Context: an optimization exercise on an open-source flow, tuned for small area, a short achievable clock period and few clock cycles. The choices shown serve that exercise and are no tape-out recipe.
RTL that was checked went through simulation tests only; none was proved equivalent to the original.
No activity file was given, so power comes from the tool's default toggle rates.

==> flow/design.v (excerpt) <==
module tpb_codec (
    input  wire        clk,
    input  wire        rst,         
    input  wire        cmd_valid,
    output wire        cmd_ready,
    input  wire [31:0] cmd_word,
    input  wire [63:0] cmd_opd,
    input  wire [15:0] cmd_flen,
    input  wire        frm_valid,
    output wire        frm_ready,
    input  wire [7:0]  frm_data,
    output wire        rsp_valid,
    output wire [7:0]  rsp_status,
    output wire [63:0] rsp_res
);
For scale: about 5000 cells after synthesis, ~53000 um^2 of cells after synthesis.
export LEC_CHECK = 0
export ABC_AREA = 1
export CAP_MARGIN = 20
export CORE_MARGIN = 2
export CORE_UTILIZATION = 40
export CTS_BUF_LIST = sky130_fd_sc_hd__clkbuf_16
export CTS_CLUSTER_DIAMETER = 60
export CTS_CLUSTER_SIZE = 24
export SLEW_MARGIN = 20
export SYNTH_HIERARCHICAL = 1
create_clock -name core_clock -period 70.0 [get_ports {clk}]
standard.sh (not shown) runs the stock make flow with config.mk's settings and CLKGATE_MAP_FILE= SYNTH_SCRIPT=/design/flow/synth_recipe.tcl, a recipe that flattens the netlist after the stock synthesis.
==> flow/flow/run.sh <==
#!/bin/bash
# Layout flow: the standard flow (standard.sh, ORFS) with two settings
# that ORFS reads from the environment:
#  - BUFFER_PORTS_ARGS: the port buffers are sky130_fd_sc_hd__buf_2 cells
#    (every input and output port still gets its own buffer);
#  - CTS_ARGS: the clock tree is built as the standard flow builds it, but
#    without dummy load cells.
# The clock period, the SDC and every other step are the standard flow's.
set -euo pipefail
export BUFFER_PORTS_ARGS="-buffer_cell sky130_fd_sc_hd__buf_2"
export CTS_ARGS="-sink_clustering_enable -repair_clock_nets -dont_use_dummy_load -sink_clustering_size 24 -sink_clustering_max_diameter 60 -buf_list sky130_fd_sc_hd__clkbuf_16"
bash standard.sh > standard.log 2>&1
Then changed:
--- a/flow/design.v
+++ b/flow/design.v
@@ -173,19 +173,21 @@
     wire        o_rv_d;
     wire [3:0]  o_rs_d;
     wire [41:0] o_rr_d;
     wire        L_load, L_slow, L_pcr, L_sysrst;
     wire [9:0]  fm;
     wire [34:0] o;
     wire [37:0] dl;
     tpb_fmt u_fmt (.cmd_word(cmd_word), .cmd_flen(cmd_flen), .fm(fm));
     tpb_opd u_opd (.op(cmd_word[7:0]), .o(o));
-    tpb_dec u_dec (.o(o), .fm(fm), .dl(dl));
+    wire        ill;
+    tpb_legal u_legal (.cmd_word(cmd_word), .ill(ill));
+    tpb_dec u_dec (.o(o), .fm(fm), .ill(ill), .dl(dl));
     assign L_load   = dl[1];
     assign L_slow   = dl[4];
     assign L_pcr    = dl[12];
     assign L_sysrst = dl[15];
     wire [41:0] res_m;
     tpb_resmux u_res (
         .o           (o),
         .p_cur       (p_cur),
         .cls_80      (cls_80),
@@ -249,18 +251,19 @@
             ecnt <= 3'd0;
         end
         sp_pend <= sp_pend_d;
         if (!sp_pend) begin
             a_idx <= cmd_word[15:8];
             a_dat <= cmd_word[23:16];
             a_op  <= {cmd_word[5], cmd_word[4], cmd_word[2]};
         end
         w_pend <= w_pend_d;
+        if (fb_v && fidx == 8'd0 && fb_d == 8'h47) w_pend <= 1'b0;
         if (!w_pend) begin
             w_idx <= cmd_word[15:8];
             w_dat <= cmd_word[23:16];
         end
         fb_d <= frm_data;
         fb_v <= take & in_load;
         if (take & in_load) tk <= tk1;
         in_load <= in_load_d;
         if (fb_v && fidx == 8'd0) load_ok <= (fb_d == 8'h47);
@@ -400,30 +403,58 @@
     assign o[27] = (op == 8'h33);
     assign o[28] = (op == 8'h34);
     assign o[29] = (op == 8'h35);
     assign o[30] = (op == 8'h36);
     assign o[31] = (op == 8'h37);
     assign o[32] = (op == 8'hF0);
     assign o[33] = (op == 8'hF1);
     assign o[34] = (op == 8'hF2);
 endmodule
+module tpb_legal (
+    input  wire [31:0] cmd_word,
+    output wire        ill
+);
+    wire [7:0]  op  = cmd_word[7:0];
+    wire [7:0]  idx = cmd_word[15:8];
+    wire [15:0] imm = cmd_word[31:16];
+    reg valid, n_idx, n_hi8, n_m4, n_2, n_lo2;
+    always @* begin
+        valid = 1'b1; n_idx = 1'b1; n_hi8 = 1'b1; n_m4 = 1'b1; n_2 = 1'b1; n_lo2 = 1'b1;
+        case (op)
+            8'h00, 8'h01, 8'h02, 8'h05, 8'h10, 8'h11, 8'h12, 8'h13, 8'h14, 8'h15,
+            8'h16, 8'h17, 8'h18, 8'h20, 8'h22, 8'h24, 8'h26, 8'h28, 8'h30, 8'h31,
+            8'h32, 8'h33, 8'h34, 8'h35, 8'h36, 8'h37, 8'hF0, 8'hF1, 8'hF2: ;    
+            8'h03: n_idx = 1'b0;                                               
+            8'h04: begin n_idx = 1'b0; n_m4 = 1'b0; n_2 = 1'b0; n_lo2 = 1'b0; end   
+            8'h21: begin n_hi8 = 1'b0; n_m4 = 1'b0; n_2 = 1'b0; n_lo2 = 1'b0; end   
+            8'h27: begin n_2 = 1'b0; n_lo2 = 1'b0; end                         
+            8'h23, 8'h25: n_lo2 = 1'b0;                                        
+            default: valid = 1'b0;
+        endcase
+    end
+    wire z_idx = (idx == 8'd0);
+    wire z_hi8 = (imm[15:8] == 8'd0);
+    wire z_m4  = (imm[7:4] == 4'd0);
+    wire z_2   = (imm[3:2] == 2'd0);
+    wire z_lo2 = (imm[1:0] == 2'd0);
+    assign ill = ~(valid & (z_idx | ~n_idx) & (z_hi8 | ~n_hi8) & (z_m4 | ~n_m4) &
+                   (z_2 | ~n_2) & (z_lo2 | ~n_lo2));
+endmodule
 module tpb_dec (
     input  wire [34:0] o,
     input  wire [9:0]  fm,
+    input  wire        ill,
     output wire [37:0] dl
 );
     wire idx_z = fm[0], f0_ok = fm[1], fx_ok = fm[2], fx8_ok = fm[3];
     wire fm4_ok = fm[4], fm2_ok = fm[5], idx_ok = fm[6], idx_ring = fm[7];
     wire pid_ok = fm[8], flen_ok = fm[9];
-    wire of0 = o[0] | o[1] | o[2] | o[5] | o[6] | o[7] | o[8] | o[9] | o[10] | o[11] | o[12] | o[13] | o[14] | o[15] | o[17] | o[19] | o[21] | o[23] | o[24] | o[25] | o[26] | o[27] | o[28] | o[29] | o[30] | o[31] | o[32] | o[33] | o[34];
-    wire legal = (of0 & f0_ok) | (o[3] & fx_ok) | (o[4] & fx8_ok) | (o[16] & idx_z) |
-                 (o[22] & fm4_ok) | ((o[18] | o[20]) & fm2_ok);
-    assign dl[0]  = ~legal;
+    assign dl[0]  = ill;
     assign dl[1]  = o[1] & f0_ok & flen_ok;                  
     assign dl[2]  = o[1] & f0_ok & ~flen_ok;                 
     assign dl[3]  = o[2] & f0_ok;                            
     assign dl[4]  = ((((o[3] & fx_ok) | (o[4] & fx8_ok)) & idx_ok) |
                      ((o[18] | o[20]) & fm2_ok) | ((o[31] | o[33]) & f0_ok));
     assign dl[5]  = ((o[3] & fx_ok) | (o[4] & fx8_ok)) & ~idx_ok;   
     assign dl[6]  = o[5] & f0_ok;                            
     assign dl[7]  = o[16] & idx_z & pid_ok;                   
     assign dl[8]  = o[16] & idx_z & ~pid_ok;                  
What happened: The new run went through all stages and came out clean; setup slack improves by 130 ps; routed wire length drops by 1.0%; global-route usage drops by 0.32 points; utilization climbs by 0.12 points; area after synthesis stays flat; combinational power climbs by about 5%; cell count climbs by 1.6%; sequential share of layout area drops by 0.24 points; via count climbs by 1.9%; critical path depth drops by 14; clock power hardly moves; fmax climbs by 0.86%; clock-buffer cell count climbs by 1.
Testbench counts after the change, summed over its fixed seeds: cycles 41,912.
Only the layout flow was run in the first run of this note; the RTL was not checked for function there.

## re-timing with driven ports
No port has a modelled driver above. Below, the same layouts with a new extraction and two added sets of constraints. Step 1, drivers: a clkbuf_16 drives clk and a buf_2 each remaining input, both assumed. Step 2, shift: input delay + t, output delay - t, t = (earliest + latest rising clock arrival at the registers) / 2. This alone moves slack from input paths to output paths. a / b / c = ideal ports / drivers / drivers and shift; a / b = the first two.
run | shift t [ns] | setup slack, ns | worst setup path after step 2 | worst register clock-pin slew, ns | cell pins on the clock port's net
the first run | 0.768 | 54.406 / 54.456 / 53.688 | input to register | 0.09 / 0.09 | 1
the second run | 0.764 | 54.538 / 54.466 / 53.961 | input to register | 0.09 / 0.09 | 1
After both steps every run listed still meets setup and hold. For the first run, which loses most, drivers alone change the setup slack by +0.050 ns; drivers and shift together by -0.718 ns.
